From an optimization exercise on the open Yosys and OpenROAD flow, aimed at small area, a short achievable clock period and few clock cycles; shortcuts taken in it are not production practice.
Function was not checked in any run shown here: the RTL went through the layout flow alone.
Power is estimated from default activity; no workload was simulated.

$ cat design.v
module hxp_stream (
    input  wire        clk,
    input  wire        rst,
    input  wire        in_valid,
    output wire        in_ready,
    input  wire [7:0]  in_data,
    input  wire        in_end,
    output wire        out_valid,
    input  wire        out_ready,
    output wire [31:0] out_addr,
    output wire [7:0]  out_len,
    output wire [7:0]  out_data,
    output wire        out_last,
    output wire        done,
    output wire [3:0]  res_code,
    output wire [31:0] res_line,
    output wire [15:0] res_ext,
    output wire [7:0]  res_calc,
    output wire [7:0]  res_decl,
    output wire [1:0]  res_cause
);
    localparam [10:0] LEAD = 11'd10;     
    localparam [1:0] CAUSE_LENGTH   = 2'd0;
    localparam [1:0] CAUSE_DIGIT    = 2'd1;
    localparam [1:0] CAUSE_EXTSHORT = 2'd2;
    reg        is_hex_in;
    reg [3:0]  val_in;
    always @(*) begin
        is_hex_in = 1'b1;
        val_in    = in_data[3:0];
        if (in_data >= "0" && in_data <= "9")
            val_in = in_data[3:0];
        else if ((in_data >= "A" && in_data <= "F") || (in_data >= "a" && in_data <= "f"))
            val_in = in_data[3:0] + 4'd9;
        else
            is_hex_in = 1'b0;
    end
    wire [7:0] cc_in = {in_data == ":", in_data == 8'h0D, in_data == 8'h0A, is_hex_in, val_in};
    reg        a_valid, b_valid, rdy;
    reg [7:0]  a_cc, b_cc;
    reg        a_end, b_end;
    wire       accept;                      
    wire       pop_in = a_valid && accept;
    wire       take   = in_valid && rdy;
    assign in_ready = rdy;
    always @(posedge clk) begin
        if (rst) begin
            a_valid <= 1'b0;
            b_valid <= 1'b0;
            rdy     <= 1'b1;
        end else if (b_valid) begin
            if (pop_in) begin
                a_cc    <= b_cc;
                a_end   <= b_end;
                b_valid <= 1'b0;
                rdy     <= 1'b1;
            end
        end else if (take) begin
            if (!a_valid || pop_in) begin
                a_valid <= 1'b1;
                a_cc    <= cc_in;
                a_end   <= in_end;
            end else begin
                b_valid <= 1'b1;
                rdy     <= 1'b0;
                b_cc    <= cc_in;
                b_end   <= in_end;
            end
        end else if (pop_in) begin
            a_valid <= 1'b0;
        end
    end
    wire       c_colon = a_cc[7];
    wire       c_cr    = a_cc[6];
    wire       c_lf    = a_cc[5];
    wire       c_hex   = a_cc[4];
    wire [3:0] c_val   = a_cc[3:0];
    localparam [1:0] P_ACT  = 2'd0;   
    localparam [1:0] P_SKIP = 2'd1;   
    localparam [1:0] P_FIN  = 2'd2;   
    localparam [1:0] P_DONE = 2'd3;   
    reg [1:0]  pstate;
    reg        done_r;
    reg [15:0] ext;
    reg [31:0] line_no;
    reg        code3, code1;             
    reg [1:0]  cause;
    reg [3:0]  hp;           
    reg        odd;          
    reg        cand;         
    reg        cr12, cr3;    
    reg        bad12;        
    reg        badrest;      
    reg        ge3;          
    reg        lastck;       
    reg        beyond;       
    reg [9:0]  left;         
    reg        left_z;       
    reg [3:0]  hi_nib;
    reg [7:0]  bc, ah, al, rt, ck;
    reg [7:0]  nsum;         
    reg        alloc;        
    reg [7:0]  s0;           
    reg [10:0] target;       
    reg        ev_pend;
    reg        e_ge3, e_bad12, e_lastck, e_badrest;
    reg [7:0]  T;            
    reg [10:0] busy;         
    reg [10:0] rsel;         
    reg [2:0]  qcnt;
    reg [1:0]  qwp, qrp;
    reg [7:0]  q0, q1, q2, q3;
    reg [7:0]  wdist;        
    reg        wen;          
    reg [4:0]  wsel;         
    reg [7:0]  wdat;
    reg [2:0]  oldcnt;       
    wire       flushed = (oldcnt == 3'd0);
    reg        rd_armed;
    reg        rd_started;
    reg        rd_missed;
    reg [7:0]  rdist;        
    reg        rdz;          
    reg [7:0]  rd_cnt;       
    reg [7:0]  rec_bc, rec_ah, rec_al;
    reg [15:0] rec_ext;
    reg        ov;
    reg [7:0]  od;
    reg        ol;
    reg [2047:0] ring;
    wire reader_idle = !rd_armed && !ov;
    wire       is_end   = a_end;
    wire       is_lf    = !a_end && c_lf;
    wire       is_chr   = !a_end && !c_lf;
    wire [7:0] cur_byte = {hi_nib, c_val};
    wire       pos0     = (hp == 4'd0);
    wire       pos12    = (hp == 4'd1) || (hp == 4'd2);
    wire       pos_ge3  = !pos0 && !pos12;
    wire       hp_ge10  = (hp >= 4'd10);
    wire       is_ck_lo = pos_ge3 && !beyond && left_z;
    wire       in_data_rgn = !odd && hp_ge10 && !beyond && !left_z;
    wire       act      = (pstate == P_ACT);
    wire       big      = rsel[8] || rsel[9] || rsel[10];
    wire       do_alloc = cand && (hp == 4'd9) && (rt == 8'h00);
    wire       do_push  = cand && alloc && in_data_rgn;
    wire       q_full   = qcnt[2];
    assign accept =
        (pstate == P_SKIP) ||
        (act && (is_chr ? !(ev_pend && !pos0 && hp != 4'd1)
                          && !(do_alloc && (qcnt != 3'd0 || (big && !reader_idle)))
                          && !(do_push && q_full && !q_pop)
                        : !ev_pend));
    wire       step = a_valid && accept;
    wire       push = step && act && is_chr && do_push;
    wire       cks_ok  = (nsum == ck);
    wire       v_len1  = !e_ge3;
    wire       v_dig1  = e_ge3 && e_bad12;
    wire       v_len2  = e_ge3 && !e_bad12 && !e_lastck;
    wire       v_dig2  = e_ge3 && !e_bad12 && e_lastck && e_badrest;
    wire       v_good  = e_ge3 && !e_bad12 && e_lastck && !e_badrest;
    wire       v_cks   = v_good && !cks_ok;
    wire       v_ok    = v_good && cks_ok;
    wire       v_data  = v_ok && (rt == 8'h00);
    wire       v_eof   = v_ok && (rt == 8'h01);
    wire       v_ext   = v_ok && (rt == 8'h04);
    wire       v_xshort = v_ext && (bc < 8'd2);
    wire       v_stop  = !v_good || v_cks || v_eof || v_xshort;
    wire       ev_go   = ev_pend && !(v_data && !reader_idle);
    wire       disp    = ev_go && v_data;
    reg  [7:0] qhead;
    always @(*) begin
        case (qrp)
        2'd0: qhead = q0;
        2'd1: qhead = q1;
        2'd2: qhead = q2;
        default: qhead = q3;
        endcase
    end
    wire       guard  = rd_armed && flushed && (!rd_started || rd_missed);
    wire       q_pop  = (qcnt != 3'd0) && (wdist[2:0] == 3'd1) && !guard;
    wire       can_load = !ov || out_ready;
    wire       rd_go    = rd_armed && flushed && rdz && can_load;
    wire [7:0] rd_init  = s0 - T - 8'd1;
    genvar gi;
    generate
        for (gi = 0; gi < 256; gi = gi + 1) begin : g_ring
            localparam integer NXT = (gi + 1) % 256;
            if ((NXT % 8) == 0) begin : g_w
                wire sel = wen && (wsel == NXT / 8);
                always @(posedge clk)
                    ring[gi*8 +: 8] <= sel ? wdat : ring[NXT*8 +: 8];
            end else begin : g_s
                always @(posedge clk)
                    ring[gi*8 +: 8] <= ring[NXT*8 +: 8];
            end
        end
    endgenerate
    always @(posedge clk) begin
        T <= T + 8'd1;
        target <= {2'b00, bc, 1'b0} + LEAD;
        rsel   <= (busy != 11'd0 && busy + 11'd1 > target) ? busy + 11'd1 : target;
        if (step && act && is_chr && do_alloc) begin
            s0    <= T + rsel[7:0];
            wdist <= rsel[7:0] - 8'd1;
        end else begin
            wdist <= wdist - (q_pop ? 8'd0 : 8'd1);
        end
        wsel <= wdist[7:3];
        wdat <= qhead;
        if (push) begin
            case (qwp)
            2'd0: q0 <= cur_byte;
            2'd1: q1 <= cur_byte;
            2'd2: q2 <= cur_byte;
            default: q3 <= cur_byte;
            endcase
        end
    end
    always @(posedge clk) begin
        if (rst) begin
            qcnt   <= 3'd0;
            qwp    <= 2'd0;
            qrp    <= 2'd0;
            wen    <= 1'b0;
            oldcnt <= 3'd0;
            busy   <= 11'd0;
        end else begin
            qcnt <= qcnt + (push ? 3'd1 : 3'd0) - (q_pop ? 3'd1 : 3'd0);
            if (push)  qwp <= qwp + 2'd1;
            if (q_pop) qrp <= qrp + 2'd1;
            wen <= q_pop;
            if (disp)
                oldcnt <= qcnt;
            else if (wen && !flushed)
                oldcnt <= oldcnt - 3'd1;
            if (step && act && is_chr && do_alloc)
                busy <= rsel + {3'b000, bc} - 11'd1;
            else if (busy != 11'd0)
                busy <= busy - 11'd1;
        end
    end
    always @(posedge clk) begin
        if (disp) begin
            rdist <= rd_init;
            rdz   <= (rd_init == 8'd0);
        end else if (!rd_go) begin
            rdist <= rdist - 8'd1;
            rdz   <= (rdist == 8'd1);
        end
    end
    always @(posedge clk) begin
        if (rst) begin
            rd_armed <= 1'b0;
            ov       <= 1'b0;
        end else begin
            if (disp) begin
                rec_bc     <= bc;
                rec_ah     <= ah;
                rec_al     <= al;
                rec_ext    <= ext;
                rd_cnt     <= bc;
                rd_started <= 1'b0;
                rd_missed  <= (busy <= {3'b000, bc});
                if (bc == 8'd0) begin
                    ov <= 1'b1;
                    ol <= 1'b1;
                end else begin
                    rd_armed <= 1'b1;
                end
            end else begin
                if (rd_go)
                    rd_started <= 1'b1;
                else if (rd_armed && rdz)
                    rd_missed <= 1'b1;
                if (rd_go) begin
                    ov     <= 1'b1;
                    od     <= ring[7:0];
                    ol     <= (rd_cnt == 8'd1);
                    rd_cnt <= rd_cnt - 8'd1;
                    if (rd_cnt == 8'd1)
                        rd_armed <= 1'b0;
                end else if (out_ready) begin
                    ov <= 1'b0;
                end
            end
        end
    end
    assign out_valid = ov;
    assign out_data  = od;
    assign out_last  = ol;
    assign out_addr  = {rec_ext, rec_ah, rec_al};
    assign out_len   = rec_bc;
    task automatic new_line;
        begin
            hp      <= 4'd0;
            odd     <= 1'b0;
            cand    <= 1'b0;
            cr12    <= 1'b0;
            cr3     <= 1'b0;
            bad12   <= 1'b0;
            badrest <= 1'b0;
            ge3     <= 1'b0;
            lastck  <= 1'b0;
            beyond  <= 1'b0;
            alloc   <= 1'b0;
        end
    endtask
    task automatic end_line;
        begin
            line_no   <= line_no + 32'd1;
            ev_pend   <= cand;
            e_ge3     <= ge3;
            e_bad12   <= bad12;
            e_lastck  <= lastck;
            e_badrest <= badrest;
            new_line;
        end
    endtask
    always @(posedge clk) begin
        if (rst) begin
            pstate  <= P_ACT;
            done_r  <= 1'b0;
            ev_pend <= 1'b0;
            ext     <= 16'd0;
            line_no <= 32'd0;
            code3   <= 1'b0;
            code1   <= 1'b0;
            cause   <= 2'd0;
            new_line;
        end else begin
            done_r <= 1'b0;
            if (ev_go) begin
                ev_pend <= 1'b0;
                if (v_stop) begin
                    code3 <= !v_eof && !v_cks;
                    code1 <= !v_eof;
                    cause <= (v_len1 || v_len2) ? CAUSE_LENGTH :
                             (v_dig1 || v_dig2) ? CAUSE_DIGIT : CAUSE_EXTSHORT;
                    if (pstate == P_ACT)
                        pstate <= P_SKIP;
                end else if (v_ext) begin
                    ext <= {ah, al};
                end
            end
            case (pstate)
            P_ACT: if (step) begin
                if (is_lf) begin
                    end_line;
                end else if (is_end) begin
                    if (!pos0)
                        end_line;
                    else
                        new_line;
                    pstate <= P_FIN;
                end else begin
                    hp  <= (hp == 4'd15) ? hp : hp + 4'd1;
                    odd <= !odd;
                    if (pos0) begin
                        cand <= c_colon;
                    end else if (cand) begin
                        if (c_cr) begin
                            if (pos12) cr12 <= 1'b1;
                            else       cr3  <= 1'b1;
                        end else begin
                            if (cr12 || (pos12 && !c_hex))   bad12   <= 1'b1;
                            if (cr3 || (pos_ge3 && !c_hex))  badrest <= 1'b1;
                            if (hp != 4'd1)                  ge3     <= 1'b1;
                            lastck <= is_ck_lo;
                        end
                        if (pos_ge3 && !beyond) begin
                            left   <= left - 10'd1;
                            left_z <= (left == 10'd1);
                            if (left_z) beyond <= 1'b1;
                        end
                        if (odd) begin
                            hi_nib <= c_val;
                        end else begin
                            case (hp)
                            4'd2: begin
                                bc     <= cur_byte;
                                nsum   <= 8'd0 - cur_byte;
                                left   <= {1'b0, cur_byte, 1'b0} + 10'd7;
                                left_z <= 1'b0;
                            end
                            4'd4: ah <= cur_byte;
                            4'd6: al <= cur_byte;
                            4'd8: rt <= cur_byte;
                            4'd10: if (rt == 8'h04 && in_data_rgn) ah <= cur_byte;
                            4'd12: if (rt == 8'h04 && in_data_rgn) al <= cur_byte;
                            default: ;
                            endcase
                            if (hp != 4'd2 && !beyond && !left_z)
                                nsum <= nsum - cur_byte;
                            if (is_ck_lo)
                                ck <= cur_byte;
                        end
                        if (do_alloc)
                            alloc <= 1'b1;
                    end
                end
            end
            P_SKIP: if (step && is_end) begin
                pstate <= P_FIN;
            end
            P_FIN: if (!ev_pend && reader_idle) begin
                pstate <= P_DONE;
                done_r <= 1'b1;
            end
            default: begin
                pstate  <= P_ACT;
                ext     <= 16'd0;
                line_no <= 32'd0;
                code3   <= 1'b0;
                code1   <= 1'b0;
                new_line;
            end
            endcase
        end
    end
    assign done      = done_r;
    assign res_code  = {code3, 1'b0, code1, 1'b0};
    assign res_line  = line_no;
    assign res_ext   = ext;
    assign res_calc  = nsum;
    assign res_decl  = ck;
    assign res_cause = cause;
endmodule
$ cat run.sh
#!/bin/bash
# synth_recipe.tcl (not shown) runs the flow's synth.tcl, then flattens the netlist and writes it again
# the make line also repeats each setting of config.mk as NAME=value (left out here)
make -C /OpenROAD-flow-scripts/flow DESIGN_CONFIG=/design/flow/config.mk WORK_HOME=/design/flow/orfs CLKGATE_MAP_FILE= SYNTH_SCRIPT=/design/flow/synth_recipe.tcl finish
$ cat config.mk
export PLATFORM = sky130hd
export DESIGN_NAME = hxp_stream
export DESIGN_NICKNAME = hxp_stream
export VERILOG_FILES = /design/flow/design.v
export SDC_FILE = /design/flow/constraint.sdc
export NUM_CORES = 4
export LEC_CHECK = 0
export CAP_MARGIN = 20
export CORE_MARGIN = 2
export CORE_UTILIZATION = 40
export PLACE_DENSITY = 0.6
export SLEW_MARGIN = 20
$ cat constraint.sdc
create_clock -name core_clock -period 6.5 [get_ports {clk}]
set_input_delay 1.3000 -clock core_clock [delete_from_list [all_inputs] [get_ports {clk}]]
set_output_delay 1.3000 -clock core_clock [all_outputs]
set_load 0.01 [all_outputs]
==> impl_results.md, run 1 <==
- Netlist cell types: 75
- Worst setup margin: 2.70 ns
- Vias in the first global route: 26.8k
- Tot GR Track Use: 12.6%
- Seq cells post-synth: 2387
- Layout cells sized above 1: 15.6%
- CTS Hold Bufs: 0
- Worst hold path type: reg2reg
- Number of H-tree branching levels: 4
- # setup viols final: 0
- Main combinational cell family by area after synthesis: multiplexers
- Clock latency (worst-skew pair): 0.83 ns
- Synth Flop Type: dfxtp_1
- Post-synth EDFFs: 193
- CP Capture Type: flop
- Residual DRC: 0
- R2r endpoint: rec_al[6]
- Synth Area in Adders: 2.22%
- Clk sink count: 2387
- Power per cell area: 411 nW/µm²
- Crit path DAT: 4.29 ns
- Initial antenna violation count: 1
- DP Worst Slack: 2.70 ns
- Layout filler cell count: 12.7k
- Initial core utilization: 40.3%
- Slew Limit Fails: 0
- Area leader, netlist: dfxtp_1
- Total core area: 150000 µm²
- Io pins: 135
- Post_cts resized: 0
- DR vias/cell: 4.22
- Drt first pass iters: 5
- Root Driver: clkbuf_16
- Final period demand of the worst path: 3.80 ns
- Area of the multi-input gates: 9870 µm²
- Status: timing/DRC/antenna clean
- Synthesized area: 60300 µm²
- WHS Path Cells: 0
- CTS tree: yes
- Synth top area cells: dfxtp_1 73%, edfxtp_1 9.6%, mux2_2 5.2%
- Layout area overhead: 18.4%
- Total grt overflow: 0
- RSZ-0062 raised after global routing: false
- First-pass GRT wire length: 152 mm
- Reg2Reg Depth: 8
- Worst EP required: 6.99 ns
- Post-synth top area share: 72.8%
- Clock skew: 0.0530 ns
- Yosys warnings: 1
- Max Cap Violations: 0
- Port Buffers: 132
- Hold_ws: 0.290 ns
- Tcrit/Tclk final: 58.4%
- Starting DRT DRC Count: 1381
- Setup Buffers After CTS: 0
- Reg2Reg Setup Slack: 2.70 ns
- Final hold vios: 0
- Fmax: 263 MHz
- Leakage power: 28.2 nW
- Final nets: 4243
- Via Count: 26.7k
- Worst-Margin Slew: 0.999 ns
- Worst Hold Path EP: ring[47]
- Startpoint of the worst hold path: ring[55]
- Final wirelength: 95.9 mm
- Setup TNS: 0 ns
- XOR/XNOR share of the synthesized area: 2.03%
- Synthesized area per cell: 15.7 µm²
- Register clock-pin slew on the reported worst setup and hold paths: 0.06 ns
- Fraction of the mapped netlist area in simple logic gates: 4.25%
- Slew HR: 33.4%
- Largest net degree at the start of global routing: 52
- Startpoint Class: flop
- Worst VDD drop: 327 µV
- CTS Buffer Depth: 3
- Die Area: 154000 µm²
- Post-synthesis sequential area ratio: 82.5%
- CTS Buf Count: 213
- Post-synthesis async set-or-reset flop share: 0%
- Chip height: 392 µm
- Post-synthesis mux area share: 5.67%
- Reg area: 49700 µm²
- Final Core Density: 47.7%
- R2r startpoint: ck[7]
- Die Width: 392 µm
- Post-synthesis compound-gate area fraction: 2.08%
- Routability Congestion: 0.817
- Worst Path Class, Setup: reg2reg
- Wire per inst: 15.2 µm
- Crit-path max FO: 25
- Post-synthesis instance total: 3840
- FP Rows: 142
- HPWL Detailed: 55.6 mm
- Antenna violation net count after detailed routing: 0
## worst max path at each step
stage	slack [ns]	start	to	depth (start not counted)
after floorplan	2.54	ck[3]	rec_ah[0]	8
after global placement	2.81	oldcnt[0]	qcnt[2]	16
after detailed placement	2.70	ck[7]	rec_ext[0]	8
after CTS	2.65	ck[7]	rec_al[6]	8
after global routing	2.42	nsum[4]	rec_ext[11]	8
final	2.70	ck[7]	rec_al[6]	8
## critical path, cell delays in order, from the launching register on
cell	delay, ns
edfxtp_1	0.41
xnor2_1	0.19
nand4_1	0.17
nor3_1	0.57
and4_1	0.27
buf_4	0.27
inv_1	0.39
nor2_4	0.77
buf_4	0.38
## layout make-up
type | count | area share (%)
diodes | 3 | 0.0105
clock buffers | 310 | 8.67
clock inverters | 81 | 1.67
inverters | 113 | 0.594
multi-input cells | 1258 | 13.8
flip-flops and latches | 2387 | 69.6
well taps | 2016 | 3.53
repair buffers | 153 | 2.06
## logic make-up after synthesis
logic type,after synthesis
adder cells (fa/ha/maj),104
AO/OA/AOI/OAI,197
XOR/XNOR,140
flip-flops,2387
multiplexers,307
other,1
buffers and inverters,196
AND/OR/NAND/NOR,508
## sequential cells by signal, indices dropped and copies added, names as in the netlist, 9 cells and up
name and cells:
ring 2048, line_no 32, ext 16, rec_ext 16, busy 11, rsel 11, left 10, target 9
## cell usage after synthesis (all sizes together) (3+ instances only)
cell / number
or3: 14
xor2: 58
or4: 3
and3: 12
nand2: 90
nor2: 172
nand4b: 5
a31oi: 7
nand2b: 19
a21o: 11
buf: 18
a32oi: 3
dfxtp: 2194
o31ai: 3
a21oi: 79
o21a: 7
nand3b: 3
nor4: 16
mux2i: 31
and4: 8
a211oi: 10
nor2b: 15
inv: 113
nand4: 29
nor4b: 3
and2: 15
fa: 5
o41ai: 4
edfxtp: 193
o21bai: 4
mux2: 276
or2: 5
nor3: 42
nand3: 41
nor3b: 4
a222oi: 8
ha: 99
clkbuf: 65
xnor2: 82
o21ai: 40
and4b: 6
## placed cells by master (no fill, tap or decap), types with 9 or more instances in the layout
| master | n |
|---|---|
| a211oi_1 | 9 |
| a21o_1 | 11 |
| a21oi_1 | 79 |
| and2_1 | 15 |
| and3_1 | 12 |
| buf_4 | 21 |
| bufinv_16 | 20 |
| clkbuf_1 | 51 |
| clkbuf_16 | 216 |
| clkbuf_8 | 43 |
| clkdlybuf4s50_1 | 131 |
| clkinv_2 | 36 |
| dfxtp_1 | 2186 |
| edfxtp_1 | 193 |
| ha_1 | 99 |
| inv_1 | 112 |
| mux2_2 | 276 |
| mux2i_1 | 31 |
| nand2_1 | 90 |
| nand2b_1 | 19 |
| nand3_1 | 41 |
| nand4_1 | 29 |
| nor2_1 | 170 |
| nor2b_1 | 15 |
| nor3_1 | 40 |
| nor4_1 | 13 |
| o21ai_0 | 40 |
| or3_1 | 14 |
| xnor2_1 | 82 |
| xor2_1 | 58 |
## per-layer routing
metal  up-vias  track usage [%]  wire [µm]
met5         -                0          0
met4         0             4.94       2810
met3       181             3.11       4050
met2       439             19.2      42400
met1     12700             17.3      46700
li1      13300                -          -
## report_power, final
| group | leakage [nW] | switching (mW) | total, mW | internal, mW |
|---|---|---|---|---|
| logic | 5.13 | 0.760 | 1.31 | 0.554 |
| clock network | 3.62 | 5.30 | 12.8 | 7.46 |
| registers | 19.4 | 0.243 | 15.3 | 15.0 |
## stage by stage
| stage | total power [mW] | instances | instance area, µm² |
|---|---|---|---|
| 6_report | 29.3 | 6321 | 71400 |
| 5_1_grt | 30.5 | 6318 | 71400 |
| 2_1_floorplan | 16.5 | 3841 | 60300 |
| 3_3_place_gp | 16.9 | 5927 | 64000 |
| 4_1_cts | 29.7 | 6318 | 71400 |
| 3_5_place_dp | 16.9 | 5927 | 64000 |
==> inputs of run 2 (changes only) <==
--- a/config.mk
+++ b/config.mk
@@ -9,4 +9,5 @@
 export CORE_MARGIN = 2
 export CORE_UTILIZATION = 40
 export PLACE_DENSITY = 0.6
+export SETUP_SLACK_MARGIN = 3.5
 export SLEW_MARGIN = 20
==> impl_results.md, run 2 <==
- HPWL Detailed: 55.3 mm (-0.57%)
- RSZ-0062 raised after global routing: true
- # setup viols final: 0 (unchanged)
- Final nets: 4277 (+0.80%)
- Biggest register: ring
- Drt first pass iters: 8 (+3)
- Number of H-tree branching levels: 4 (unchanged)
- Io pins: 135 (unchanged)
- Clock latency (worst-skew pair): 0.82 ns (about the same)
- Worst Path Class, Setup: reg2reg
- CTS Hold Bufs: 0 (unchanged)
- Max Cap Violations: 0 (unchanged)
- Antenna violation net count after detailed routing: 0 (unchanged)
- Final wirelength: 96.3 mm (+0.36%)
- Largest regs: ring (2048), line_no (32)
- Routability Congestion: 0.810 (-0.92%)
- XOR/XNOR share of the synthesized area: 2.03% (unchanged)
- Post-synth top cells: 2194 x dfxtp_1, 276 x mux2_2, 193 x edfxtp_1
- Largest net degree at the start of global routing: 54 (+3.8%)
- Tcrit/Tclk final: 48.2% (-10 points)
- Register clock-pin slew on the reported worst setup and hold paths: 0.06 ns (about the same)
- Layout cells sized above 1: 17.7% (+2.1 points)
- Die Width: 392 µm (unchanged)
- Slew Limit Fails: 0 (unchanged)
- Fraction of the mapped netlist area in simple logic gates: 4.25% (unchanged)
- Setup TNS: 0 ns (unchanged)
- Worst hold path type: reg2reg
- Slew HR: 33.4% (+0.056 points)
- Max reg flops: 2048 (unchanged)
- Synthesized area per cell: 15.7 µm² (unchanged)
- Chip height: 392 µm (unchanged)
- Synth Area in Adders: 2.22% (unchanged)
- Area leader, netlist: dfxtp_1
- Synthesized area: 60300 µm² (unchanged)
- Post-synth EDFFs: 193 (unchanged)
- Wire per inst: 15.1 µm (-0.21%)
- Port Buffers: 132 (unchanged)
- Total grt overflow: 0 (unchanged)
- Synth Flop Type: dfxtp_1
- CTS Buf Count: 211 (-0.94%)
- FP Rows: 142 (unchanged)
- Leakage power: 28.6 nW (+1.7%)
- Worst-Margin Slew: 0.999 ns (+0.000237 ns)
- DP Area: 64100 µm² (about the same)
- Post-synthesis compound-gate area fraction: 2.08% (unchanged)
- Post-synthesis instance total: 3840 (unchanged)
- Synth top area cells: dfxtp_1 73%, edfxtp_1 9.6%, mux2_2 5.2%
- Die Area: 154000 µm² (unchanged)
- Main combinational cell family by area after synthesis: multiplexers
- Worst VDD drop: 277 µV (-15%)
- First-pass GRT wire length: 152 mm (+0.25%)
- Most common cell after layout, fill and taps aside: dfxtp_1
- Post-synth top area share: 72.8% (unchanged)
- Clock skew: 0.0469 ns (-0.00611 ns)
- CTS tree: yes
- CTS Buffer Depth: 3 (unchanged)
- Clk sink count: 2387 (unchanged)
- Vias in the first global route: 27.1k (+1.1%)
- Total core area: 150000 µm² (unchanged)
- Layout area overhead: 19.0%
- Tot GR Track Use: 12.6% (about the same)
- Via Count: 27.0k (+1.2%)
- CP Capture Type: flop
- Power per cell area: 407 nW/µm² (-0.85%)
- Crit-path max FO: 3 (-88%)
- Seq cells post-synth: 2387 (unchanged)
- Worst EP required: 7.17 ns (+0.18 ns)
- DR vias/cell: 4.25 (+0.67%)
- Post-synthesis mux area share: 5.67% (unchanged)
- Final hold vios: 0 (unchanged)
- Startpoint Class: flop
- Crit path DAT: 3.81 ns (-0.48 ns)
- Most common cell in the netlist: dfxtp_1
- Status: timing/DRC/antenna clean
- Netlist cell types: 75 (unchanged)
- Starting DRT DRC Count: 1229 (-11%)
- Initial core utilization: 40.3% (unchanged)
- Most frequent cells in the layout: 2169 x dfxtp_1, 276 x mux2_2, 214 x clkbuf_16
- Design area: 71700 µm² (+0.45%)
- Initial antenna violation count: 2 (+1)
- Residual DRC: 0 (unchanged)
- Post-synthesis async set-or-reset flop share: 0% (unchanged)
- Final period demand of the worst path: 3.14 ns (-0.663 ns)
- Post-synthesis sequential area ratio: 82.5% (unchanged)
- Fmax: 319 MHz (+21%)
- Root Driver: clkbuf_16
- Yosys warnings: 1 (unchanged)
## run 2: cell count changes in the layout (fill, tap and decap cells not counted), sizes merged, moves of 4 or more
cell | previous run | this run
dlygate4sd2 | 0 | 120
clkdlybuf4s50 | 131 | 11
inv | 124 | 120
buf | 22 | 55
clkinvlp | 3 | 16
bufinv | 20 | 16
clkbuf | 310 | 299
clkinv | 47 | 54
## run 2: layer usage
metal	track usage (%)	up-vias	part of all wire, %
li1	-	13400	-
met1	17.2	13000	48
met2	19.5	436	44
met3	3.10	184	4.4
met4	4.67	0	2.9
met5	0	-	0
## run 2: final cells by class
type	count	area, µm²
antenna	3	7.51
clock buffer	299	6130
clock inverter	92	1160
fill	12700	78100
inverter	113	442
multi-input combinational	1260	10100
sequential	2387	49800
tap	2016	2520
timing repair buffer	186	1600
timing repair inverter	1	5.00
## run 2: worst paths after layout
check                           slack [ns]  cells after the start  startpoint         end
worst min-delay path                  0.30                      0  ring[1038]  ring[1030]
worst max register to register        3.36                     14      left_z     qcnt[2]
worst max-delay path                  3.36                     14      left_z     qcnt[2]
worst min register to register        0.30                      0  ring[1038]  ring[1030]
## run 2: logic make-up after synthesis
kind of cell	Yosys count
compound gates	197
flops	2387
xor+xnor	140
other cells	1
fa+ha+maj	104
buf+inv	196
simple gates	508
mux	307
## run 2: repair_timing
action / CTS / global route
gates cloned: 2 / 1
resized for setup: 163 / 24
hold endpoints to repair: 0 / 0
pin swaps: 7 / 8
setup buffers: 13 / 19
endpoints found under the setup margin: 273 / 111
## run 2: power by group
part | switching [mW] | leakage [nW] | total, mW | internal [mW]
clock network | 5.32 | 3.56 | 12.6 | 7.27
registers | 0.240 | 19.4 | 15.2 | 15.0
logic | 0.783 | 5.66 | 1.36 | 0.578
## run 2: critical path, stage by stage (launching register included)
cell      delay [ns]
edfxtp_1        0.45
nor4b_4         0.32
and4b_2         0.32
a32oi_4         0.14
a221oi_4        0.33
and4b_2         0.28
inv_2           0.07
ha_4            0.19
inv_2           0.06
ha_4            0.11
inv_2           0.03
fa_2            0.33
xor2_1          0.18
xnor2_1         0.13
nor2_1          0.05
## run 2: per-stage QoR
stage	instances	utilization, %	hold WS (ns)	total power [mW]	setup slack [ns]
finish	6357	47.9	0.296	29.2	3.36
global route	6354	47.9	0.305	30.3	3.25
CTS	6334	47.7	0.296	29.5	3.37
detailed placement	5928	42.8	0.312	16.9	2.77
global placement	5928	42.8	0.310	16.9	2.83
floorplan	3841	-	0.310	16.5	3.40
==> inputs of run 3 (changes only) <==
--- a/design.v
+++ b/design.v
@@ -97,13 +97,17 @@
     reg [9:0]  left;         
     reg        left_z;       
     reg [3:0]  hi_nib;
-    reg [7:0]  bc, ah, al, rt, ck;
+    reg [7:0]  bc, ah, al, ck;
+    reg        rt0, rt1, rt4;    
+    reg        bc_lt2;           
+    reg        cks_ok;           
     reg [7:0]  nsum;         
     reg        alloc;        
     reg [7:0]  s0;           
     reg [10:0] target;       
     reg        ev_pend;
-    reg        e_ge3, e_bad12, e_lastck, e_badrest;
+    reg        e_good;           
+    reg [1:0]  e_cause;          
     reg [7:0]  T;            
     reg [10:0] busy;         
     reg [10:0] rsel;         
@@ -141,30 +145,25 @@
     wire       in_data_rgn = !odd && hp_ge10 && !beyond && !left_z;
     wire       act      = (pstate == P_ACT);
     wire       big      = rsel[8] || rsel[9] || rsel[10];
-    wire       do_alloc = cand && (hp == 4'd9) && (rt == 8'h00);
+    wire       do_alloc = cand && (hp == 4'd9) && rt0;
     wire       do_push  = cand && alloc && in_data_rgn;
     wire       q_full   = qcnt[2];
+    wire       guard  = rd_armed && flushed && (!rd_started || rd_missed);
     assign accept =
         (pstate == P_SKIP) ||
         (act && (is_chr ? !(ev_pend && !pos0 && hp != 4'd1)
                           && !(do_alloc && (qcnt != 3'd0 || (big && !reader_idle)))
-                          && !(do_push && q_full && !q_pop)
+                          && !(do_push && q_full && !(wdist[2:0] == 3'd1 && !guard))
                         : !ev_pend));
     wire       step = a_valid && accept;
     wire       push = step && act && is_chr && do_push;
-    wire       cks_ok  = (nsum == ck);
-    wire       v_len1  = !e_ge3;
-    wire       v_dig1  = e_ge3 && e_bad12;
-    wire       v_len2  = e_ge3 && !e_bad12 && !e_lastck;
-    wire       v_dig2  = e_ge3 && !e_bad12 && e_lastck && e_badrest;
-    wire       v_good  = e_ge3 && !e_bad12 && e_lastck && !e_badrest;
-    wire       v_cks   = v_good && !cks_ok;
-    wire       v_ok    = v_good && cks_ok;
-    wire       v_data  = v_ok && (rt == 8'h00);
-    wire       v_eof   = v_ok && (rt == 8'h01);
-    wire       v_ext   = v_ok && (rt == 8'h04);
-    wire       v_xshort = v_ext && (bc < 8'd2);
-    wire       v_stop  = !v_good || v_cks || v_eof || v_xshort;
+    wire       v_cks   = e_good && !cks_ok;
+    wire       v_ok    = e_good && cks_ok;
+    wire       v_data  = v_ok && rt0;
+    wire       v_eof   = v_ok && rt1;
+    wire       v_ext   = v_ok && rt4;
+    wire       v_xshort = v_ext && bc_lt2;
+    wire       v_stop  = !e_good || v_cks || v_eof || v_xshort;
     wire       ev_go   = ev_pend && !(v_data && !reader_idle);
     wire       disp    = ev_go && v_data;
     reg  [7:0] qhead;
@@ -176,7 +175,6 @@
         default: qhead = q3;
         endcase
     end
-    wire       guard  = rd_armed && flushed && (!rd_started || rd_missed);
     wire       q_pop  = (qcnt != 3'd0) && (wdist[2:0] == 3'd1) && !guard;
     wire       can_load = !ov || out_ready;
     wire       rd_go    = rd_armed && flushed && rdz && can_load;
@@ -197,6 +195,7 @@
     endgenerate
     always @(posedge clk) begin
         T <= T + 8'd1;
+        cks_ok <= (nsum == ck);
         target <= {2'b00, bc, 1'b0} + LEAD;
         rsel   <= (busy != 11'd0 && busy + 11'd1 > target) ? busy + 11'd1 : target;
         if (step && act && is_chr && do_alloc) begin
@@ -309,10 +308,8 @@
         begin
             line_no   <= line_no + 32'd1;
             ev_pend   <= cand;
-            e_ge3     <= ge3;
-            e_bad12   <= bad12;
-            e_lastck  <= lastck;
-            e_badrest <= badrest;
+            e_good    <= ge3 && !bad12 && lastck && !badrest;
+            e_cause   <= (!ge3 || (!bad12 && !lastck)) ? CAUSE_LENGTH : CAUSE_DIGIT;
             new_line;
         end
     endtask
@@ -332,10 +329,9 @@
             if (ev_go) begin
                 ev_pend <= 1'b0;
                 if (v_stop) begin
-                    code3 <= !v_eof && !v_cks;
+                    code3 <= !e_good || v_xshort;
                     code1 <= !v_eof;
-                    cause <= (v_len1 || v_len2) ? CAUSE_LENGTH :
-                             (v_dig1 || v_dig2) ? CAUSE_DIGIT : CAUSE_EXTSHORT;
+                    cause <= e_good ? CAUSE_EXTSHORT : e_cause;
                     if (pstate == P_ACT)
                         pstate <= P_SKIP;
                 end else if (v_ext) begin
@@ -378,15 +374,20 @@
                             case (hp)
                             4'd2: begin
                                 bc     <= cur_byte;
+                                bc_lt2 <= (cur_byte < 8'd2);
                                 nsum   <= 8'd0 - cur_byte;
                                 left   <= {1'b0, cur_byte, 1'b0} + 10'd7;
                                 left_z <= 1'b0;
                             end
                             4'd4: ah <= cur_byte;
                             4'd6: al <= cur_byte;
-                            4'd8: rt <= cur_byte;
-                            4'd10: if (rt == 8'h04 && in_data_rgn) ah <= cur_byte;
-                            4'd12: if (rt == 8'h04 && in_data_rgn) al <= cur_byte;
+                            4'd8: begin
+                                rt0 <= (cur_byte == 8'h00);
+                                rt1 <= (cur_byte == 8'h01);
+                                rt4 <= (cur_byte == 8'h04);
+                            end
+                            4'd10: if (rt4 && in_data_rgn) ah <= cur_byte;
+                            4'd12: if (rt4 && in_data_rgn) al <= cur_byte;
                             default: ;
                             endcase
                             if (hp != 4'd2 && !beyond && !left_z)
--- a/config.mk
+++ b/config.mk
@@ -8,6 +8,8 @@
 export CAP_MARGIN = 20
 export CORE_MARGIN = 2
 export CORE_UTILIZATION = 40
+export CTS_BUF_LIST = sky130_fd_sc_hd__clkbuf_4 sky130_fd_sc_hd__clkbuf_8
+export CTS_CLUSTER_SIZE = 30
 export PLACE_DENSITY = 0.6
 export SETUP_SLACK_MARGIN = 3.5
 export SLEW_MARGIN = 20
==> impl_results.md, run 3 <==
- Most frequent cells in the layout: 2152 x dfxtp_1, 440 x clkbuf_8, 277 x mux2_2
- FP Rows: 142 (unchanged)
- Reg area: 49600 µm² (-0.27%)
- Fmax: 324 MHz (+1.6%)
- Worst hold path type: reg2reg
- Worst-Margin Slew: 1.05 ns (+0.0482 ns)
- WP buf/inv: 3 (unchanged)
- Die Width: 392 µm (about the same)
- Startpoint of the worst hold path: ring[654]
- Area leader, netlist: dfxtp_1
- Chip height: 392 µm (about the same)
- First-pass GRT wire length: 159 mm (+4.1%)
- Io pins: 135 (unchanged)
- Leakage power: 28.9 nW (+1.0%)
- Post-synth EDFFs: 187 (-3.1%)
- Number of H-tree branching levels: 5 (+1)
- Vias in the first global route: 28.9k (+6.9%)
- Via Count: 28.2k (+4.4%)
- Total grt overflow: 0 (unchanged)
- Biggest register: ring
- Worst VDD drop: 204 µV (-26%)
- Total core area: 150000 µm² (unchanged)
- Crit path DAT: 3.86 ns (+0.05 ns)
- R2r startpoint: hp[1]
- CTS Buffer Depth: 4 (+1)
- Setup TNS: 0 ns (unchanged)
- Synth Flop Type: dfxtp_1
- DR vias/cell: 4.27 (+0.50%)
- Final period demand of the worst path: 3.09 ns (-0.0480 ns)
- Most common cell after layout, fill and taps aside: dfxtp_1
- Residual DRC: 0 (unchanged)
- Critical path's top delay family: adder cells
- CP max-delay cell: a221o_1
- Final wirelength: 99.9 mm (+3.8%)
- Register clock-pin slew on the reported worst setup and hold paths: 0.06 ns (about the same)
- Post-synthesis sequential area ratio: 82.2% (-0.27 points)
- CTS tree: yes
- Cells after DPL: 5950 (+0.37%)
- RSZ-0062 raised after global routing: true
- Clk sink count: 2382 (-0.21%)
- Startpoint Class: flop
- Slew HR: 30.2% (-3.2 points)
- CTS Hold Bufs: 0 (unchanged)
- Status: timing/DRC/antenna clean
- Crit-path max FO: 6 (+3)
- CP most frequent cell: ha_4
- Yosys warnings: 1 (unchanged)
- Tot GR Track Use: 13.1% (+0.51 points)
- Tcrit/Tclk final: 47.5% (-0.74 points)
- Netlist cell types: 71 (-5.3%)
- Worst Path Class, Setup: reg2reg
- Starting DRT DRC Count: 1200 (-2.4%)
- Largest regs: ring (2048), line_no (32)
- Max reg flops: 2048 (unchanged)
- Post-synth top cells: 2195 x dfxtp_1, 277 x mux2_2, 187 x edfxtp_1
- Routability Congestion: 0.785 (-3.1%)
- Clock latency (worst-skew pair): 0.96 ns (+0.14 ns)
- Post-synthesis async set-or-reset flop share: 0% (unchanged)
- Synth top area cells: dfxtp_1 73%, edfxtp_1 9.3%, mux2_2 5.2%
- # setup viols final: 0 (unchanged)
- CP Capture Type: flop
- Power per cell area: 401 nW/µm² (-1.4%)
- HPWL Detailed: 57.0 mm (+3.2%)
- Synthesized area per cell: 15.6 µm² (-0.92%)
- Most common cell in the netlist: dfxtp_1
- Power Total: 28.8 mW (-1.3%)
- Non-Filler Instances: 6607 (+3.9%)
- Layout filler cell count: 12.9k (+1.4%)
- Post-synthesis instance total: 3876 (+0.94%)
- CTS Buf Count: 354 (+68%)
- Port Buffers: 132 (unchanged)
- Worst path max stage delay: 0.38 ns (-0.07 ns)
- Worst EP required: 7.27 ns (+0.10 ns)
- Layout cells sized above 1: 24.1% (+6.4 points)
- Layout area overhead: 19.0% (about the same)
- Area of the multi-input gates: 10200 µm² (+0.81%)
- Wire per inst: 15.1 µm (-0.12%)
- Final hold vios: 0 (unchanged)
- Initial antenna violation count: 4 (+2)
- Clock skew: 0.0810 ns (+0.0341 ns)
- Post-synth top area share: 72.9% (about the same)
- Max Cap Violations: 0 (unchanged)
- Seq cells post-synth: 2382 (-0.21%)
- Drt first pass iters: 5 (-3)
- Initial core utilization: 40.3% (about the same)
- CP startpoint: hp[1]
- Slew Limit Fails: 0 (unchanged)
- Final nets: 4454 (+4.1%)
- Root Driver: clkbuf_8
- Final Core Density: 47.9% (about the same)
- Largest net degree at the start of global routing: 53 (-1.9%)
- Antenna violation net count after detailed routing: 0 (unchanged)
- Die Area: 154000 µm² (about the same)
- Synthesized area: 60300 µm² (about the same)
- Crit-path cells: inv_1 > ha_1 > nor4b_2 > a221o_1 > o21ai_2 > and2_4 > and3_4 > inv_4 > ha_4 > inv_2 > ha_4 > fa_2 > xnor2_2 > xnor2_1 > nor2_1
-- run 3: area by class of cell --
| class | count | share of cell area (%) |
|---|---|---|
| inverter | 127 | 0.682 |
| timing repair buffer | 189 | 2.34 |
| tap | 2016 | 3.51 |
| antenna | 2 | 0.00697 |
| timing repair inverter | 1 | 0.0105 |
| clock inverter | 32 | 0.277 |
| sequential | 2382 | 69.1 |
| clock buffer | 576 | 9.86 |
| multi-input combinational | 1282 | 14.2 |
-- run 3: repair_timing --
item | in CTS | in global routing
setup endpoints to repair | 227 | 86
resized for setup | 364 | 18
setup buffers | 29 | 15
gates cloned | 1 | 1
pin swaps | 12 | 4
hold endpoints to repair | 0 | 0
-- run 3: power by group --
part / switching (mW) / internal, mW / total [mW]
clock: 5.13 / 6.88 / 12.0
combinational: 0.878 / 0.663 / 1.54
sequential: 0.277 / 15.0 / 15.3
-- run 3: cells by family (layout without fill, tap and decap cells) --
logic type	Yosys count	after routing	share of synthesized area [%]
XOR/XNOR	134	134	1.95
AND/OR/NAND/NOR	519	519	4.34
buffers and inverters	214	925	1.38
other	1	4	0.00622
flip-flops	2382	2382	82.2
adder cells (fa/ha/maj)	104	104	2.22
AO/OA/AOI/OAI	214	215	2.23
multiplexers	308	308	5.69
-- run 3: final timing paths --
| check | to | slack [ns] | cells past startpoint |
|---|---|---|---|
| min | ring[646] | 0.26 | 0 |
| max reg2reg | qcnt[2] | 3.41 | 15 |
| min reg2reg | ring[646] | 0.26 | 0 |
| max | qcnt[2] | 3.41 | 15 |
-- run 3: metrics by stage --
| stage | worst slack [ns] | hold WS, ns | instance area [µm²] |
|---|---|---|---|
| 2_1_floorplan | 3.36 | 0.310 | 60400 |
| 4_1_cts | 3.40 | 0.245 | 71600 |
| 5_1_grt | 3.24 | 0.252 | 71800 |
| 3_3_place_gp | 2.71 | 0.310 | 64000 |
| 6_report | 3.41 | 0.255 | 71800 |
| 3_5_place_dp | 2.60 | 0.312 | 64000 |
-- run 3: metal layers --
metal  routed length [µm]  vias to the layer above  global-route usage, %
met2                42700                      636                   19.3
met4                 3100                        0                   6.12
met3                 5450                      251                   3.74
met1                48700                    13400                   17.9
li1                     -                    13900                      -
met5                    0                        -                      0
==> inputs of run 4 (changes only) <==
--- a/design.v
+++ b/design.v
@@ -103,12 +103,11 @@
     reg        cks_ok;           
     reg [7:0]  nsum;         
     reg        alloc;        
-    reg [7:0]  s0;           
+    reg [7:0]  s0d;          
     reg [10:0] target;       
     reg        ev_pend;
     reg        e_good;           
     reg [1:0]  e_cause;          
-    reg [7:0]  T;            
     reg [10:0] busy;         
     reg [10:0] rsel;         
     reg [2:0]  qcnt;
@@ -178,7 +177,7 @@
     wire       q_pop  = (qcnt != 3'd0) && (wdist[2:0] == 3'd1) && !guard;
     wire       can_load = !ov || out_ready;
     wire       rd_go    = rd_armed && flushed && rdz && can_load;
-    wire [7:0] rd_init  = s0 - T - 8'd1;
+    wire [7:0] rd_init  = s0d - 8'd1;
     genvar gi;
     generate
         for (gi = 0; gi < 256; gi = gi + 1) begin : g_ring
@@ -194,14 +193,14 @@
         end
     endgenerate
     always @(posedge clk) begin
-        T <= T + 8'd1;
         cks_ok <= (nsum == ck);
         target <= {2'b00, bc, 1'b0} + LEAD;
         rsel   <= (busy != 11'd0 && busy + 11'd1 > target) ? busy + 11'd1 : target;
         if (step && act && is_chr && do_alloc) begin
-            s0    <= T + rsel[7:0];
+            s0d   <= rsel[7:0] - 8'd1;
             wdist <= rsel[7:0] - 8'd1;
         end else begin
+            s0d   <= s0d - 8'd1;
             wdist <= wdist - (q_pop ? 8'd0 : 8'd1);
         end
         wsel <= wdist[7:3];
--- a/config.mk
+++ b/config.mk
@@ -8,8 +8,6 @@
 export CAP_MARGIN = 20
 export CORE_MARGIN = 2
 export CORE_UTILIZATION = 40
-export CTS_BUF_LIST = sky130_fd_sc_hd__clkbuf_4 sky130_fd_sc_hd__clkbuf_8
-export CTS_CLUSTER_SIZE = 30
 export PLACE_DENSITY = 0.6
-export SETUP_SLACK_MARGIN = 3.5
+export SETUP_SLACK_MARGIN = 4.5
 export SLEW_MARGIN = 20
==> impl_results.md, run 4 <==
- Status: timing/DRC/antenna clean
- Post-synth top area share: 74.1% (+1.2 points)
- Biggest register: ring
- Die Area: 151000 µm² (-1.6%)
- First-pass GRT wire length: 159 mm (+0.11%)
- Post-synthesis async set-or-reset flop share: 0% (unchanged)
- Total core area: 147000 µm² (-1.5%)
- Slew HR: 48.8% (+19 points)
- Register clock-pin slew on the reported worst setup and hold paths: 0.06 ns (about the same)
- Final hold vios: 0 (unchanged)
- Post-synth EDFFs: 179 (-4.3%)
- Number of H-tree branching levels: 4 (-1)
- FP Rows: 141 (-0.70%)
- RSZ-0062 raised after global routing: true
- Final Core Density: 50.6% (+2.6 points)
- Residual DRC: 0 (unchanged)
- Synthesized area: 59300 µm² (-1.6%)
- Post-synthesis sequential area ratio: 83.1% (+0.94 points)
- Root Driver: clkbuf_16
- Layout cells sized above 1: 31.5% (+7.4 points)
- Post-synth top cells: 2195 x dfxtp_1, 276 x mux2_2, 179 x edfxtp_1
- Wire per inst: 15.8 µm (+4.6%)
- Most common cell after layout, fill and taps aside: dfxtp_1
- Fmax: 338 MHz (+4.4%)
- Clock latency (worst-skew pair): 0.84 ns (-0.12 ns)
- Tcrit/Tclk final: 45.5% (-2.0 points)
- Tot GR Track Use: 13.3% (+0.16 points)
- Worst setup margin: 3.54 ns (+0.129 ns)
- Crit path DAT: 3.60 ns (-0.26 ns)
- Drt first pass iters: 7 (+2)
- Most frequent cells in the layout: 2108 x dfxtp_1, 273 x mux2_2, 214 x buf_4
- Final nets: 4423 (-0.70%)
- Chip height: 389 µm (-0.80%)
- Final period demand of the worst path: 2.96 ns (-0.129 ns)
- Synthesized area per cell: 15.8 µm² (+1.7%)
- DP Worst Slack: 2.86 ns (+0.257 ns)
- Routability Congestion: 0.817 (+4.2%)
- Post-synthesis instance total: 3749 (-3.3%)
- R2r startpoint: hp[0]
- Seq cells post-synth: 2374 (-0.34%)
- Worst-Margin Slew: 0.765 ns (-0.282 ns)
- Antenna violation net count after detailed routing: 0 (unchanged)
- Power per cell area: 398 nW/µm² (-0.88%)
- WHS Path Cells: 0 (unchanged)
- Worst VDD drop: 240 µV (+17%)
- Largest net degree at the start of global routing: 45 (-15%)
- Total grt overflow: 0 (unchanged)
- DR vias/cell: 4.31 (+0.96%)
- Initial core utilization: 40.2% (about the same)
- Clock skew: 0.0708 ns (-0.0101 ns)
- Worst Path Class, Setup: reg2reg
- Worst hold path type: reg2reg
- Initial antenna violation count: 4 (unchanged)
- Largest regs: ring (2048), line_no (32)
- DP Area: 63400 µm² (-0.86%)
- CTS Buf Count: 206 (-42%)
- Worst Hold Path EP: ring[644]
- Die Width: 389 µm (-0.80%)
- HPWL Detailed: 52.9 mm (-7.2%)
- Crit-path max FO: 4 (-2)
- Reg2Reg Depth: 18 (+3)
- Layout area overhead: 25.7%
- Synth Flop Type: dfxtp_1
- Via Count: 27.7k (-1.9%)
- # setup viols final: 0 (unchanged)
- Yosys warnings: 1 (unchanged)
- Area leader, netlist: dfxtp_1
- CTS tree: yes
- Max Cap Violations: 0 (unchanged)
- Synth top area cells: dfxtp_1 74%, edfxtp_1 9.1%, mux2_2 5.2%
- CTS Buffer Depth: 3 (-1)
- CP Capture Type: flop
- Slew Limit Fails: 0 (unchanged)
- Port Buffers: 132 (unchanged)
- Most common cell in the netlist: dfxtp_1
- CTS Hold Bufs: 0 (unchanged)
- Final wirelength: 102 mm (+1.6%)
- Reg2Reg Setup Slack: 3.54 ns (+0.13 ns)
- Setup TNS: 0 ns (unchanged)
- Startpoint of the worst hold path: ring[652]
- Io pins: 135 (unchanged)
- Starting DRT DRC Count: 1267 (+5.6%)
- Clk sink count: 2374 (-0.34%)
- Netlist cell types: 74 (+4.2%)
- Design area: 74600 µm² (+3.9%)
- Max reg flops: 2048 (unchanged)
- Startpoint Class: flop
- Worst EP required: 7.14 ns (-0.13 ns)
- Vias in the first global route: 28.1k (-2.9%)
- R2r endpoint: qcnt[2]
- Leakage power: 30.0 nW (+3.8%)
-- run 4: cell types whose count changed in the layout (fill, tap and decap cells not counted), sizes merged, moves of 13 or more --
cell	previous run	this run
buf	78	418
clkbuf	579	294
clkdlybuf4s15	84	0
clkinv	25	64
xnor2	100	77
inv	127	109
nor2	143	159
xor2	34	50
nand2	116	102
bufinv	1	14
ha	99	86
-- run 4: how the worst max path moves through the flow --
stage	start	to	slack (ns)
6_report	hp[0]	qcnt[2]	3.54
5_1_grt	hp[0]	qcnt[2]	3.42
4_1_cts	ov	out_valid	3.58
3_5_place_dp	out_ready	ol	2.86
3_3_place_gp	in_data[0]	a_cc[1]	2.93
2_1_floorplan	hp[1]	qcnt[2]	3.63
-- run 4: kinds of logic after synthesis --
group | count (synthesis) | synth area share (%)
buffers and inverters | 178 | 1.20
flip-flops | 2374 | 83.1
AO/OA/AOI/OAI | 168 | 1.79
other | 1 | 0.00632
multiplexers | 315 | 5.90
AND/OR/NAND/NOR | 497 | 4.19
adder cells (fa/ha/maj) | 89 | 1.92
XOR/XNOR | 127 | 1.87
-- run 4: critical path, cell delays in order (launching register included) --
cell and delay [ns]:
dfxtp_4 0.37, inv_4 0.08, ha_4 0.15, nor3_4 0.04, nor4_2 0.26, buf_4 0.16, and3_4 0.19, o21bai_4 0.06
and2_4 0.17, and3_4 0.16, inv_4 0.06, ha_4 0.19, inv_2 0.06, ha_4 0.11, inv_2 0.03, fa_2 0.32
xor2_1 0.19, xnor2_1 0.14, nor2_1 0.05
-- run 4: metrics by stage --
step	instances	hold WS [ns]	power, mW
final	6420	0.257	29.7
after global routing	6419	0.258	30.8
after CTS	6331	0.253	29.7
after detailed placement	5752	0.312	16.9
after global placement	5752	0.310	16.9
after floorplan	3750	0.310	16.5
-- run 4: area by class of cell --
cell class	count	area [µm²]
Fill cell	12200	72900
Sequential cell	2374	49500
Multi-Input combinational cell	1206	11100
Clock buffer	286	5880
Timing Repair Buffer	431	4020
Tap cell	1930	2410
Clock inverter	90	1200
Inverter	102	432
Antenna cell	1	2.50
-- run 4: layer usage --
layer / routed length, µm / global-route usage, % / share of wire, % / vias to the layer above
met3: 4420 / 3.05 / 4.3 / 176
met4: 2560 / 4.50 / 2.5 / 2
met2: 45300 / 20.5 / 45 / 458
li1: - / - / - / 13600
met1: 49200 / 18.4 / 48 / 13500
met5: 16 / 0 / 0.016 / -
-- run 4: timing repair --
item / 4_1_cts / 5_1_grt
cloned: 14 / 6
pin swaps: 74 / 93
hold endpoints to repair: 0 / 0
gates resized for setup: 867 / 181
endpoints found under the setup margin: 702 / 566
buffers inserted: 189 / 82
-- run 4: power breakdown --
group | total (mW) | internal, mW | switching (mW) | leakage [nW]
Clock | 12.3 | 6.95 | 5.31 | 3.47
Combinational | 2.30 | 1.10 | 1.20 | 7.23
Sequential | 15.1 | 14.9 | 0.205 | 19.3
==> inputs of run 5 (changes only) <==
--- a/design.v
+++ b/design.v
@@ -19,7 +19,7 @@
     output wire [7:0]  res_decl,
     output wire [1:0]  res_cause
 );
-    localparam [10:0] LEAD = 11'd10;     
+    localparam [10:0] LEAD = 11'd9;      
     localparam [1:0] CAUSE_LENGTH   = 2'd0;
     localparam [1:0] CAUSE_DIGIT    = 2'd1;
     localparam [1:0] CAUSE_EXTSHORT = 2'd2;
@@ -85,7 +85,8 @@
     reg [31:0] line_no;
     reg        code3, code1;             
     reg [1:0]  cause;
-    reg [3:0]  hp;           
+    reg [12:0] ps;           
+    reg        ps_hi;        
     reg        odd;          
     reg        cand;         
     reg        cr12, cr3;    
@@ -136,21 +137,21 @@
     wire       is_lf    = !a_end && c_lf;
     wire       is_chr   = !a_end && !c_lf;
     wire [7:0] cur_byte = {hi_nib, c_val};
-    wire       pos0     = (hp == 4'd0);
-    wire       pos12    = (hp == 4'd1) || (hp == 4'd2);
+    wire       pos0     = ps[0];
+    wire       pos12    = ps[1] || ps[2];
     wire       pos_ge3  = !pos0 && !pos12;
-    wire       hp_ge10  = (hp >= 4'd10);
+    wire       hp_ge10  = ps[10] || ps[11] || ps[12] || ps_hi;
     wire       is_ck_lo = pos_ge3 && !beyond && left_z;
     wire       in_data_rgn = !odd && hp_ge10 && !beyond && !left_z;
     wire       act      = (pstate == P_ACT);
     wire       big      = rsel[8] || rsel[9] || rsel[10];
-    wire       do_alloc = cand && (hp == 4'd9) && rt0;
+    wire       do_alloc = cand && ps[9] && rt0;
     wire       do_push  = cand && alloc && in_data_rgn;
     wire       q_full   = qcnt[2];
     wire       guard  = rd_armed && flushed && (!rd_started || rd_missed);
     assign accept =
         (pstate == P_SKIP) ||
-        (act && (is_chr ? !(ev_pend && !pos0 && hp != 4'd1)
+        (act && (is_chr ? !(ev_pend && !pos0 && !ps[1])
                           && !(do_alloc && (qcnt != 3'd0 || (big && !reader_idle)))
                           && !(do_push && q_full && !(wdist[2:0] == 3'd1 && !guard))
                         : !ev_pend));
@@ -223,7 +224,10 @@
             oldcnt <= 3'd0;
             busy   <= 11'd0;
         end else begin
-            qcnt <= qcnt + (push ? 3'd1 : 3'd0) - (q_pop ? 3'd1 : 3'd0);
+            if (push && !q_pop)
+                qcnt <= qcnt + 3'd1;
+            else if (q_pop && !push)
+                qcnt <= qcnt - 3'd1;
             if (push)  qwp <= qwp + 2'd1;
             if (q_pop) qrp <= qrp + 2'd1;
             wen <= q_pop;
@@ -290,7 +294,8 @@
     assign out_len   = rec_bc;
     task automatic new_line;
         begin
-            hp      <= 4'd0;
+            ps      <= 13'd1;
+            ps_hi   <= 1'b0;
             odd     <= 1'b0;
             cand    <= 1'b0;
             cr12    <= 1'b0;
@@ -348,7 +353,8 @@
                         new_line;
                     pstate <= P_FIN;
                 end else begin
-                    hp  <= (hp == 4'd15) ? hp : hp + 4'd1;
+                    ps    <= {ps[11:0], 1'b0};
+                    ps_hi <= ps_hi || ps[12];
                     odd <= !odd;
                     if (pos0) begin
                         cand <= c_colon;
@@ -359,7 +365,7 @@
                         end else begin
                             if (cr12 || (pos12 && !c_hex))   bad12   <= 1'b1;
                             if (cr3 || (pos_ge3 && !c_hex))  badrest <= 1'b1;
-                            if (hp != 4'd1)                  ge3     <= 1'b1;
+                            if (!ps[1])                      ge3     <= 1'b1;
                             lastck <= is_ck_lo;
                         end
                         if (pos_ge3 && !beyond) begin
@@ -370,26 +376,23 @@
                         if (odd) begin
                             hi_nib <= c_val;
                         end else begin
-                            case (hp)
-                            4'd2: begin
+                            if (ps[2]) begin
                                 bc     <= cur_byte;
                                 bc_lt2 <= (cur_byte < 8'd2);
                                 nsum   <= 8'd0 - cur_byte;
                                 left   <= {1'b0, cur_byte, 1'b0} + 10'd7;
                                 left_z <= 1'b0;
                             end
-                            4'd4: ah <= cur_byte;
-                            4'd6: al <= cur_byte;
-                            4'd8: begin
+                            if (ps[4]) ah <= cur_byte;
+                            if (ps[6]) al <= cur_byte;
+                            if (ps[8]) begin
                                 rt0 <= (cur_byte == 8'h00);
                                 rt1 <= (cur_byte == 8'h01);
                                 rt4 <= (cur_byte == 8'h04);
                             end
-                            4'd10: if (rt4 && in_data_rgn) ah <= cur_byte;
-                            4'd12: if (rt4 && in_data_rgn) al <= cur_byte;
-                            default: ;
-                            endcase
-                            if (hp != 4'd2 && !beyond && !left_z)
+                            if (ps[10] && rt4 && in_data_rgn) ah <= cur_byte;
+                            if (ps[12] && rt4 && in_data_rgn) al <= cur_byte;
+                            if (!ps[2] && !beyond && !left_z)
                                 nsum <= nsum - cur_byte;
                             if (is_ck_lo)
                                 ck <= cur_byte;
--- a/config.mk
+++ b/config.mk
@@ -7,7 +7,10 @@
 export LEC_CHECK = 0
 export CAP_MARGIN = 20
 export CORE_MARGIN = 2
-export CORE_UTILIZATION = 40
-export PLACE_DENSITY = 0.6
+export CORE_UTILIZATION = 60
+export CTS_BUF_LIST = sky130_fd_sc_hd__clkbuf_16 sky130_fd_sc_hd__clkbuf_8
+export CTS_CLUSTER_DIAMETER = 100
+export CTS_CLUSTER_SIZE = 24
+export PLACE_DENSITY = 0.75
 export SETUP_SLACK_MARGIN = 4.5
 export SLEW_MARGIN = 20
==> impl_results.md, run 5 <==
- Initial core utilization: 60.2% (+20 points)
- R2r endpoint: qcnt[2]
- Max Cap Violations: 0 (unchanged)
- Crit-path cells: inv_2 > ha_4 > nor3b_4 > o311ai_4 > a21oi_4 > a22o_1 > and3_4 > ha_4 > inv_2 > fa_2 > xor2_1 > or3_1 > a21oi_1
- Tot GR Track Use: 20.4% (+7.1 points)
- Worst Path Class, Setup: reg2reg
- CP startpoint: pstate[0]
- XOR/XNOR share of the synthesized area: 1.37% (-0.50 points)
- CTS Buf Count: 109 (-47%)
- Fmax: 344 MHz (+1.7%)
- Routability Congestion: 0.823 (+0.66%)
- HPWL Detailed: 55.1 mm (+4.2%)
- Wire per inst: 19.9 µm (+26%)
- Total grt overflow: 0 (unchanged)
- Worst path max stage delay: 0.34 ns (-0.03 ns)
- Worst-Margin Slew: 1.07 ns (+0.305 ns)
- Synthesized area per cell: 15.6 µm² (-1.5%)
- Worst VDD drop: 237 µV (-1.1%)
- Worst EP required: 7.14 ns (about the same)
- Clock latency (worst-skew pair): 0.71 ns (-0.13 ns)
- Post-synth top area share: 73.5% (-0.57 points)
- Setup TNS: 0 ns (unchanged)
- RSZ-0062 raised after global routing: true
- Tcrit/Tclk final: 44.7% (-0.77 points)
- Final period demand of the worst path: 2.91 ns (-0.0499 ns)
- Main combinational cell family by area after synthesis: multiplexers
- DP Area: 63200 µm² (-0.42%)
- First-pass GRT wire length: 165 mm (+3.6%)
- Chip height: 320 µm (-18%)
- Drt first pass iters: 8 (+1)
- Reg2Reg Depth: 13 (-5)
- CTS tree: yes
- Largest regs: ring (2048), line_no (32)
- Max reg flops: 2048 (unchanged)
- Setup crit end: qcnt[2]
- Startpoint Class: flop
- Final nets: 4398 (-0.57%)
- Crit-path max FO: 3 (-1)
- Post-synthesis async set-or-reset flop share: 0% (unchanged)
- Crit path DAT: 3.55 ns (-0.05 ns)
- Final wirelength: 112 mm (+10%)
- Post-synthesis sequential area ratio: 82.5% (-0.68 points)
- Starting DRT DRC Count: 2500 (+97%)
- Die Area: 103000 µm² (-32%)
- Vias in the first global route: 29.3k (+4.2%)
- Netlist cell types: 71 (-4.1%)
- Power per cell area: 365 nW/µm² (-8.3%)
- Area leader, netlist: dfxtp_1
- Residual DRC: 0 (unchanged)
- Post-synth EDFFs: 179 (unchanged)
- Slew Limit Fails: 0 (unchanged)
- Most frequent cells in the layout: 2119 x dfxtp_1, 272 x mux2_2, 186 x buf_4
- Synth Area in Adders: 1.81% (-0.11 points)
- Synth top area cells: dfxtp_1 74%, edfxtp_1 9.0%, mux2_2 5.2%
- Via Count: 29.5k (+6.5%)
- Post-synthesis compound-gate area fraction: 2.55% (+0.76 points)
- Clk sink count: 2384 (+0.42%)
- Seq cells post-synth: 2384 (+0.42%)
- Status: timing/DRC/antenna clean
- Final hold vios: 0 (unchanged)
- Register clock-pin slew on the reported worst setup and hold paths: 0.10 ns (+0.04 ns)
- Biggest register: ring
- Most common cell in the netlist: dfxtp_1
- Slew HR: 28.7% (-20 points)
- Post-synthesis mux area share: 5.98% (+0.080 points)
- Die Width: 320 µm (-18%)
- CP max-delay cell: dfxtp_2
- Initial antenna violation count: 0 (-4)
- Largest net degree at the start of global routing: 40 (-11%)
- Post-synth top cells: 2205 x dfxtp_1, 276 x mux2_2, 179 x edfxtp_1
- Synthesized area: 60100 µm² (+1.2%)
- Total core area: 99700 µm² (-32%)
- CP Capture Type: flop
- Root Driver: clkbuf_16
- Post-synthesis instance total: 3852 (+2.7%)
- R2r startpoint: pstate[0]
- Layout cells sized above 1: 28.0% (-3.5 points)
- Fraction of the mapped netlist area in simple logic gates: 4.44% (+0.25 points)
- Power Total: 25.8 mW (-13%)
- Io pins: 135 (unchanged)
- Reg2Reg Setup Slack: 3.59 ns (+0.05 ns)
- Leakage power: 28.3 nW (-5.7%)
- Most common cell after layout, fill and taps aside: dfxtp_1
- Layout area overhead: 17.8%
- Antenna violation net count after detailed routing: 0 (unchanged)
- DR vias/cell: 5.24 (+22%)
- Number of H-tree branching levels: 3 (-1)
- Synth Flop Type: dfxtp_1
- CTS Buffer Depth: 3 (unchanged)
- CTS Hold Bufs: 0 (unchanged)
- Worst hold path type: reg2reg
- Final Core Density: 71.0% (+20 points)
- Port Buffers: 132 (unchanged)
- Design area: 70800 µm² (-5.1%)
- Yosys warnings: 1 (unchanged)
- # setup viols final: 0 (unchanged)
- FP Rows: 116 (-18%)
- Ant diodes: 0 (-1)
- Clock skew: 0.0341 ns (-0.0367 ns)
run 5: kinds of logic (layout without fill, tap and decap cells):
kind of cell / count (synthesis) / in the layout
DFF: 2384 / 2384
adders and majority gates: 85 / 85
buffers and inverters: 208 / 670
muxes: 324 / 324
other: 1 / 2
xor gates and xnor gates: 94 / 94
and+or+nand+nor: 515 / 518
AOI/OAI and AO/OA: 241 / 248
run 5: through the flow:
stage / cells / setup slack (ns) / hold slack, ns
global route: 5623 / 3.56 / 0.310
CTS: 5555 / 3.73 / 0.299
finish: 5623 / 3.59 / 0.303
global placement: 5195 / 2.84 / 0.310
floorplan: 3853 / 3.57 / 0.310
detailed placement: 5195 / 2.81 / 0.312
run 5: timing repair:
action,in CTS,in global routing
endpoints found under the setup margin,717,575
gates cloned,23,3
resized for setup,935,206
buffers inserted,201,65
pin swaps,123,114
run 5: cell type report:
class	instances	area, µm²
Inverter	107	444
Fill cell	5832	29000
Tap cell	1298	1620
Clock inverter	24	199
Multi-Input combinational cell	1271	11800
Timing Repair Buffer	427	4140
Sequential cell	2384	49700
Clock buffer	112	2800
run 5: routing by layer:
layer | vias up | part of all wire, % | track usage [%]
li1 | 13700 | - | -
met1 | 14300 | 44 | 27.9
met2 | 1119 | 46 | 33.1
met3 | 416 | 5.7 | 3.51
met4 | 0 | 4.7 | 6.88
met5 | - | 0 | 0
run 5: how the worst min path moves through the flow:
stage | end | slack [ns] | start | depth (start not counted)
2_1_floorplan | ring[0] | 0.31 | ring[8] | 0
4_1_cts | ring[718] | 0.30 | ring[726] | 0
5_1_grt | ring[749] | 0.31 | ring[757] | 0
3_3_place_gp | ring[1094] | 0.31 | ring[1102] | 0
6_report | ring[1439] | 0.30 | ring[1447] | 0
3_5_place_dp | ring[1472] | 0.31 | ring[1480] | 0
run 5: where the power goes:
part           switching, mW  total (mW)  internal (mW)  leakage (nW)
registers              0.255        15.2           14.9          19.4
logic                   1.79        3.34           1.55          7.38
clock network           4.19        7.31           3.12          1.53
total                   6.24        25.8           19.6          28.3
run 5: worst max-delay path, delay by kind of cell, from the launching register on:
| family | cells | cell delay (ns) |
|---|---|---|
| XOR/XNOR | 1 | 0.18 |
| buffers and inverters | 2 | 0.14 |
| AND/OR/NAND/NOR | 3 | 0.88 |
| adder cells (fa/ha/maj) | 3 | 0.67 |
| AO/OA/AOI/OAI | 4 | 0.65 |
| flip-flops | 1 | 0.34 |

## port drivers added, routing unchanged
Ports are ideal in the flow. The routed layouts listed here were re-timed in OpenROAD. Step 1 (the two cells are an assumption about what drives the block):
set clk [get_ports {clk}]
set_driving_cell -lib_cell sky130_fd_sc_hd__clkbuf_16 $clk
set_driving_cell -lib_cell sky130_fd_sc_hd__buf_2 [delete_from_list [all_inputs] $clk]
Step 2 times the ports against the registers' clock, not the clock port: input delays grow and output delays shrink by t, the midpoint of the rising clock arrivals with the driver on. Slacks: ideal ports / drivers / drivers and shift; pairs: ideal ports / drivers.
run	shift t [ns]	slack for setup (ns)	worst setup path at the end	worst slew at a driven data input, ns	pins driven straight from the clock port
run 1	0.871	2.701 / 2.701 / 2.701	register to register	0.09	1
run 2	0.859	3.364 / 3.364 / 3.071	input to register	0.10	1
run 3	0.997	3.412 / 3.412 / 2.639	input to register	0.07	1
run 4	0.871	3.542 / 3.542 / 3.301	input to register	0.08	1
run 5	0.756	3.592 / 3.592 / 3.524	input to register	0.06	1
After both steps setup and hold are still met in every run listed. For run 3, which loses most, drivers alone change the setup slack by 0.000 ns; drivers and shift together by -0.773 ns.
